Context: an optimization exercise on an open-source flow, tuned for small area, a short achievable clock period and few clock cycles. The choices shown serve that exercise and are no tape-out recipe. At most, simulation tests tie the RTL to the original design; equivalence was not proved. Power figures rest on the tool's default switching activity, not on a simulated workload.

Setup of P:
## fdc_engine
module fdc_engine (
    input  wire        clk,
    input  wire        rst,
    input  wire        cmd_valid,
    output wire        cmd_ready,
    input  wire [31:0] cmd_word,
    input  wire [31:0] cmd_arg,
    input  wire        cmd_empty,
    input  wire        in_valid,
    output wire        in_ready,
    input  wire [7:0]  in_data,
    input  wire        in_last,
    output wire        out_valid,
    input  wire        out_ready,
    output wire [7:0]  out_data,
    output wire        done,
    output wire [7:0]  status
);
    localparam [7:0] OP_SETSTAFF = 8'h02;
    localparam [7:0] OP_RESET    = 8'h0A;
    localparam [7:0] OP_STUFF    = 8'h50;
    localparam [7:0] OP_UNSTUFF  = 8'h51;
    localparam [7:0] OP_MOD256   = 8'h60;
    localparam [7:0] OP_CRC16    = 8'h61;
    reg  [7:0]   cfg_esc;
    reg          cfg_en;
    wire [255:0] cfg_pat;
    reg        busy;          
    reg        idle;          
    reg        run;           
    reg        fin0;          
    reg        fin1;          
    reg        irdy;          
    reg        k_stuff, k_unst, k_mod, k_crc, k_set;
    reg        ord;           
    reg        s_err;         
    reg        s_opd;         
    reg [7:0]  acc8;          
    reg        t2;            
    reg        ov;            
    reg [7:0]  od;            
    reg [7:0]  lb;            
    reg        sk_v;          
    reg [3:0]  rowm;          
    reg        fresh;         
    reg        pe_r;          
    reg        kept;          
  ...
Size: roughly 310 flip-flops, roughly 99 I/O pins.
==> flow/config.mk <==
export PLATFORM = sky130hd
export DESIGN_NAME = fdc_engine
export DESIGN_NICKNAME = fdc_engine
export VERILOG_FILES = /design/flow/design.v
export SDC_FILE = /design/flow/constraint.sdc
export NUM_CORES = 4
export LEC_CHECK = 0
export CAP_MARGIN = 20
export CORE_MARGIN = 2
export CORE_UTILIZATION = 40
export PLACE_DENSITY = 0.6
export SETUP_SLACK_MARGIN = 1.5
export SLEW_MARGIN = 20
export SYNTH_HIERARCHICAL = 1
==> flow/constraint.sdc <==
create_clock -name core_clock -period 3.6 [get_ports {clk}]
set_input_delay 0.7200 -clock core_clock [delete_from_list [all_inputs] [get_ports {clk}]]
set_output_delay 0.7200 -clock core_clock [all_outputs]
set_load 0.01 [all_outputs]
standard.sh (not shown) runs the stock make flow with config.mk's settings and CLKGATE_MAP_FILE= SYNTH_SCRIPT=/design/flow/synth_recipe.tcl, a recipe that flattens the netlist after the stock synthesis.
==> flow/flow/run.sh <==
#!/bin/bash
# Own layout flow: the standard ORFS flow, with the port buffers made
# from sky130_fd_sc_hd__buf_2 instead of the default delay-buffer family, and
# the timing repair free to change a cell's footprint. Everything else
# (synthesis, floorplan, power grid, CTS, routing) is the standard flow.
set -euo pipefail
W=$PWD
cat > "$W/own.mk" <<EOM
include $W/config.mk
export BUFFER_PORTS_ARGS = -buffer_cell sky130_fd_sc_hd__buf_2
export MATCH_CELL_FOOTPRINT = 0
EOM
sed "s#DESIGN_CONFIG=[^ ]*#DESIGN_CONFIG=$W/own.mk#" standard.sh > "$W/own_standard.sh"
bash "$W/own_standard.sh" > "$W/own_flow.log" 2>&1
Setup changes, P to Q
diff --git a/flow/design.v b/flow/design.v
--- a/flow/design.v
+++ b/flow/design.v
@@ -14,33 +14,47 @@
     assign val[8]   = idx[2] ^ idx[1];
     assign val[7]   = idx[1] ^ idx[0];
     assign val[6]   = idx[0];
     assign val[5:1] = 5'd0;
     assign val[0]   = p;
 endmodule
+module fdc_par8 (
+    input  wire [7:0] v,
+    output wire       p
+);
+    assign p = ((v[0] ^ v[1]) ^ (v[2] ^ v[3])) ^ ((v[4] ^ v[5]) ^ (v[6] ^ v[7]));
+endmodule
+module fdc_xor2 (
+    input  wire a,
+    input  wire b,
+    output wire y
+);
+    assign y = a ^ b;
+endmodule
 module fdc_crcstep (
     input  wire [15:0] c,
     input  wire [7:0]  b,
     output wire [15:0] n
 );
     wire [7:0] x  = c[7:0] ^ b;
-    wire pc = ((c[0] ^ c[1]) ^ (c[2] ^ c[3])) ^ ((c[4] ^ c[5]) ^ (c[6] ^ c[7]));
-    wire pb = ((b[0] ^ b[1]) ^ (b[2] ^ b[3])) ^ ((b[4] ^ b[5]) ^ (b[6] ^ b[7]));
-    wire p  = pc ^ pb;
-    assign n[15] = p;
-    assign n[14] = (pc ^ c[7]) ^ (pb ^ b[7]);
+    wire pc, pb, pb7;
+    fdc_par8 u_pc (.v(c[7:0]), .p(pc));
+    fdc_par8 u_pb (.v(b), .p(pb));
+    fdc_par8 u_pb7 (.v({1'b0, b[6:0]}), .p(pb7));
+    fdc_xor2 u_n15 (.a(pc), .b(pb), .y(n[15]));
+    fdc_xor2 u_n14 (.a(pc ^ c[7]), .b(pb7), .y(n[14]));
     assign n[13] = x[7] ^ x[6];
     assign n[12] = x[6] ^ x[5];
     assign n[11] = x[5] ^ x[4];
     assign n[10] = x[4] ^ x[3];
     assign n[9]  = x[3] ^ x[2];
     assign n[8]  = x[2] ^ x[1];
     assign n[7]  = c[15] ^ x[1] ^ x[0];
     assign n[6]  = c[14] ^ x[0];
     assign n[5:1] = c[13:9];
-    assign n[0]  = c[8] ^ p;
+    fdc_xor2 u_n0 (.a(c[8] ^ pc), .b(pb), .y(n[0]));
 endmodule
 module fdc_add8 (
     input  wire [7:0] a,
     input  wire [7:0] b,
     output wire [7:0] s
 );
@@ -82,21 +96,24 @@
     fdc_miss8 u0 (.sel(sel[7:0]),  .v(v[7:0]),  .miss(m[0]));
     fdc_miss8 u1 (.sel(sel[15:8]), .v(v[15:8]), .miss(m[1]));
     assign hit = !(m[0] && m[1]);
 endmodule
 module fdc_odsel (
     input  wire [7:0] sum,
-    input  wire [7:0] crc,
+    input  wire [7:0] clo,
+    input  wire [7:0] chi,
     input  wire [7:0] esc,
     input  wire [7:0] rest,
     input  wire       s_sum,
-    input  wire       s_crc,
+    input  wire       s_clo,
+    input  wire       s_chi,
     input  wire       s_esc,
     output wire [7:0] q
 );
-    assign q = s_esc ? esc : (({8{s_sum}} & sum) | ({8{s_crc}} & crc) | rest);
+    assign q = ({8{s_sum}} & sum) | ({8{s_clo}} & clo) | ({8{s_chi}} & chi) |
+               (s_esc ? esc : rest);
 endmodule
 module fdc_nor2 (
     input  wire a,
     input  wire b,
     output wire y
 );
@@ -197,30 +214,30 @@
             for (gr = 0; gr < 16; gr = gr + 1) begin : g_bit
                 assign col[gr] = cfg_pat[16 * gr + gc];
             end
             fdc_sel16 u_col (.sel(dhi), .v(col), .hit(row_sel[gc]));
         end
     endgenerate
+    wire [15:0] dlo_en = dlo & {16{cfg_en}};
     wire [3:0] rowm_g;
     genvar gq;
     generate
         for (gq = 0; gq < 4; gq = gq + 1) begin : g_grp
-            fdc_sel4 u_grp (.sel(dlo[4*gq +: 4]), .v(row_sel[4*gq +: 4]), .hit(rowm_g[gq]));
+            fdc_sel4 u_grp (.sel(dlo_en[4*gq +: 4]), .v(row_sel[4*gq +: 4]), .hit(rowm_g[gq]));
         end
     endgenerate
-    wire [3:0] rowm_n = rowm_g & {4{cfg_en}};
+    wire [3:0] rowm_n = rowm_g;
     wire [1:0] rowm_z;
     fdc_nor2 u_z0 (.a(rowm[0]), .b(rowm[1]), .y(rowm_z[0]));
     fdc_nor2 u_z1 (.a(rowm[2]), .b(rowm[3]), .y(rowm_z[1]));
     wire p_last = !(rowm_z[0] && rowm_z[1]);
     wire [15:0] crc_next;
     fdc_crcstep u_crc (.c({acc8, od}), .b(in_data), .n(crc_next));
     wire [7:0]  sum_next;
     fdc_add8 u_add (.a(od), .b(in_data), .s(sum_next));
     wire        crc_swap = in_last && !ord;
-    wire [7:0]  crc_od   = crc_swap ? crc_next[15:8] : crc_next[7:0];
     wire [7:0]  crc_acc  = crc_swap ? crc_next[7:0]  : crc_next[15:8];
     wire k_byte  = k_stuff || k_unst;
     wire pe_src  = fresh ? p_last : pe_r;
     wire pe_eff  = k_stuff && ov && pe_src;
     wire u_drop  = kept && p_last && (in_data == cfg_esc);
     wire in_keep = in_fire && !u_drop;
@@ -238,14 +255,16 @@
     wire [7:0] od_rest = ({8{s_c}}   & {8{c_op[0]}}) |
                          ({8{s_lb}}  & lb)           |
                          ({8{s_in}}  & in_data)      |
                          ({8{s_a8}}  & acc8)         |
                          ({8{s_hold}} & od);
     wire [7:0] od_n;
-    fdc_odsel u_odsel (.sum(sum_next), .crc(crc_od), .esc(cfg_esc), .rest(od_rest),
-                       .s_sum(s_sum), .s_crc(s_crc), .s_esc(s_esc), .q(od_n));
+    fdc_odsel u_odsel (.sum(sum_next), .clo(crc_next[7:0]), .chi(crc_next[15:8]),
+                       .esc(cfg_esc), .rest(od_rest),
+                       .s_sum(s_sum), .s_clo(s_crc && !crc_swap), .s_chi(s_crc && crc_swap),
+                       .s_esc(s_esc), .q(od_n));
     reg ov_n;
     always @(*) begin
         if (hold)
             ov_n = 1'b1;
         else if (!busy)
             ov_n = cmd_fire && cmd_empty && (c_mod || c_crc);
==> comparison <==
- Of Q and P, the run reporting the lower global-route usage was Q.
- Q ended with more worst slack at placement than P.
- Q has area growth from synthesis to final layout below what P had.
- Relative to P, the cell area after technology mapping of Q is higher by about 1.2%.
- Between Q and P, the combinational share of power is higher for P.
Testbench counts of Q, summed over its fixed seeds: cycles 15,081.
The RTL of P was laid out without a check of its function.

---

== run 3 ==
Another version of the RTL of fdc_engine (not shown whole).
For scale: roughly 1200 cells after synthesis, about 0.014 mm^2 of cells after synthesis.
// fdc_engine
module fdc_engine (
    input  wire        clk,
    input  wire        rst,
    input  wire        cmd_valid,
    output wire        cmd_ready,
    input  wire [31:0] cmd_word,
    input  wire [31:0] cmd_arg,
    input  wire        cmd_empty,
    input  wire        in_valid,
    output wire        in_ready,
    input  wire [7:0]  in_data,
    input  wire        in_last,
    output wire        out_valid,
    input  wire        out_ready,
    output wire [7:0]  out_data,
    output wire        done,
    output wire [7:0]  status
);
export LEC_CHECK = 0
export CAP_MARGIN = 20
export CORE_MARGIN = 2
export CORE_UTILIZATION = 40
export PLACE_DENSITY = 0.6
export SETUP_SLACK_MARGIN = 1.5
export SLEW_MARGIN = 20
export SYNTH_HIERARCHICAL = 1
create_clock -name core_clock -period 3.6 [get_ports {clk}]
run.sh (not shown) runs the stock make flow with config.mk's settings and CLKGATE_MAP_FILE= SYNTH_SCRIPT=/design/flow/synth_recipe.tcl, a recipe that flattens the netlist after the stock synthesis.
Stock flow here: none of the scripts above is used.
## Diff of input files: run 2 against run 3
--- a/flow/design.v
+++ b/flow/design.v
@@ -50,38 +50,36 @@
     input  wire clk,
     input  wire keep,
     input  wire wa,
     input  wire wb,
     output reg  q
 );
     always @(posedge clk)
         q <= (q && keep) || (wa && wb);
 endmodule
-module fdc_aoi22 (
-    input  wire [1:0] sel,
-    input  wire [1:0] v,
-    output wire       miss
+module fdc_sel4 (
+    input  wire [3:0] sel,
+    input  wire [3:0] v,
+    output wire       hit
 );
-    assign miss = !((sel[0] && v[0]) || (sel[1] && v[1]));
+    assign hit = |(sel & v);
 endmodule
 module fdc_sel16 (
     input  wire [15:0] sel,
     input  wire [15:0] v,
     output wire        hit
 );
-    wire [7:0] m;
-    genvar k;
-    generate
-        for (k = 0; k < 8; k = k + 1) begin : g_pair
-            fdc_aoi22 u_p (.sel(sel[2*k +: 2]), .v(v[2*k +: 2]), .miss(m[k]));
-        end
-    endgenerate
-    assign hit = !(&m[3:0]) || !(&m[7:4]);
+    wire [3:0] h;
+    fdc_sel4 u0 (.sel(sel[3:0]),   .v(v[3:0]),   .hit(h[0]));
+    fdc_sel4 u1 (.sel(sel[7:4]),   .v(v[7:4]),   .hit(h[1]));
+    fdc_sel4 u2 (.sel(sel[11:8]),  .v(v[11:8]),  .hit(h[2]));
+    fdc_sel4 u3 (.sel(sel[15:12]), .v(v[15:12]), .hit(h[3]));
+    assign hit = |h;
 endmodule
 module fdc_odsel (
     input  wire [7:0] sum,
     input  wire [7:0] crc,
     input  wire [7:0] rest,
     input  wire       s_sum,
     input  wire       s_crc,
     output wire [7:0] q
 );
@@ -124,19 +122,19 @@
     reg        ord;           
     reg        s_err;         
     reg        s_opd;         
     reg [7:0]  acc8;          
     reg        t2;            
     reg        ov;            
     reg [7:0]  od;            
     reg [7:0]  lb;            
     reg        sk_v;          
-    reg [15:0] rowm;          
+    reg [3:0]  rowm;          
     reg        fresh;         
     reg        pe_r;          
     reg        kept;          
     wire [7:0] c_op     = cmd_word[7:0];
     wire       c_hi0    = (cmd_word[31:9] == 23'd0);
     wire       c_b8     = cmd_word[8];
     wire       c_set    = (c_op == OP_SETSTAFF) && c_hi0 && !c_b8;
     wire       c_rst    = (c_op == OP_RESET)    && c_hi0 && !c_b8;
     wire       c_stuff  = (c_op == OP_STUFF)    && c_hi0 && !c_b8;
@@ -179,19 +177,26 @@
         for (gc = 0; gc < 16; gc = gc + 1) begin : g_col
             wire [15:0] col;
             genvar gr;
             for (gr = 0; gr < 16; gr = gr + 1) begin : g_bit
                 assign col[gr] = cfg_pat[16 * gr + gc];
             end
             fdc_sel16 u_col (.sel(dhi), .v(col), .hit(row_sel[gc]));
         end
     endgenerate
-    wire [15:0] rowm_n = row_sel & dlo & {16{cfg_en}};
+    wire [3:0] rowm_g;
+    genvar gq;
+    generate
+        for (gq = 0; gq < 4; gq = gq + 1) begin : g_grp
+            fdc_sel4 u_grp (.sel(dlo[4*gq +: 4]), .v(row_sel[4*gq +: 4]), .hit(rowm_g[gq]));
+        end
+    endgenerate
+    wire [3:0] rowm_n = rowm_g & {4{cfg_en}};
     wire p_last = |rowm;
     wire [15:0] crc_next;
     fdc_crcstep u_crc (.c({acc8, od}), .b(in_data), .n(crc_next));
     wire [7:0]  sum_next;
     fdc_add8 u_add (.a(od), .b(in_data), .s(sum_next));
     wire        crc_swap = in_last && !ord;
     wire [7:0]  crc_od   = crc_swap ? crc_next[15:8] : crc_next[7:0];
     wire [7:0]  crc_acc  = crc_swap ? crc_next[7:0]  : crc_next[15:8];
     wire k_byte  = k_stuff || k_unst;
--- outcome ---
Diff run 3 -> run 2: first-pass GRT wire length saw an increase; total global routing overflow about even.
Run 3 has completed all stages; timing, DRC and antenna checks passed.
Per the final summary, run 2 finished and its layout is clean on timing, DRC and antenna.
The effective utilization at floorplan on run 2 is in line with that on run 3.
Combinational power, run 2 vs run 3: up slightly
Compared with run 3, run 2 shows a final RePlAce weighted congestion that is 2.5% lower.
Delta (run 2 minus run 3): number of instances in the synthesized netlist about even, total wire length after detailed routing rose 5.3%, flip-flop and latch count fell 3.7%, routed via count divided by cell count rose 6.0%, number of multi-input logic gates rose 4.1%.
Number of vias after detailed routing, run 3 and run 2, higher one = run 2.
Between run 3 and run 2, the xor/xnor share of the synthesized area figures differ only marginally.
Function was not checked in any run of this note: the RTL went through the layout flow alone.

==> re-timing with driven ports <==
In the flow no input, the clock included, has a driving cell. The finished layouts below were timed again as built, in two steps.
Step 1 (the two cells are an assumption about what drives the block):
set clk [get_ports {clk}]
set_driving_cell -lib_cell sky130_fd_sc_hd__clkbuf_16 $clk
set_driving_cell -lib_cell sky130_fd_sc_hd__buf_2 [delete_from_list [all_inputs] $clk]
Step 2, shift: input delay + t, output delay - t, t = (earliest + latest rising clock arrival at the registers) / 2. This alone moves slack from input paths to output paths.
a / b / c = ideal / step 1 / step 2; a / b = the first two.
run	shift t [ns]	slack for setup (ns)	hold WS [ns]	worst setup path at the end	slew at the worst register clock pin (ns)
P	0.566	1.422 / 1.422 / 0.890	0.447 / 0.416 / 0.459	input to register	0.06 / 0.06
Q	0.558	1.594 / 1.588 / 1.030	0.437 / 0.412 / 0.482	input to register	0.06 / 0.06
run 3	0.555	1.519 / 1.519 / 1.000	0.491 / 0.491 / 0.491	input to register	0.07 / 0.07
run 2	0.571	1.277 / 1.252 / 0.681	0.487 / 0.487 / 0.487	input to register	0.06 / 0.06
After both steps every run listed still meets setup and hold. The setup slack of run 2, which loses most, moves by -0.025 ns with the drivers and by -0.596 ns with both steps.
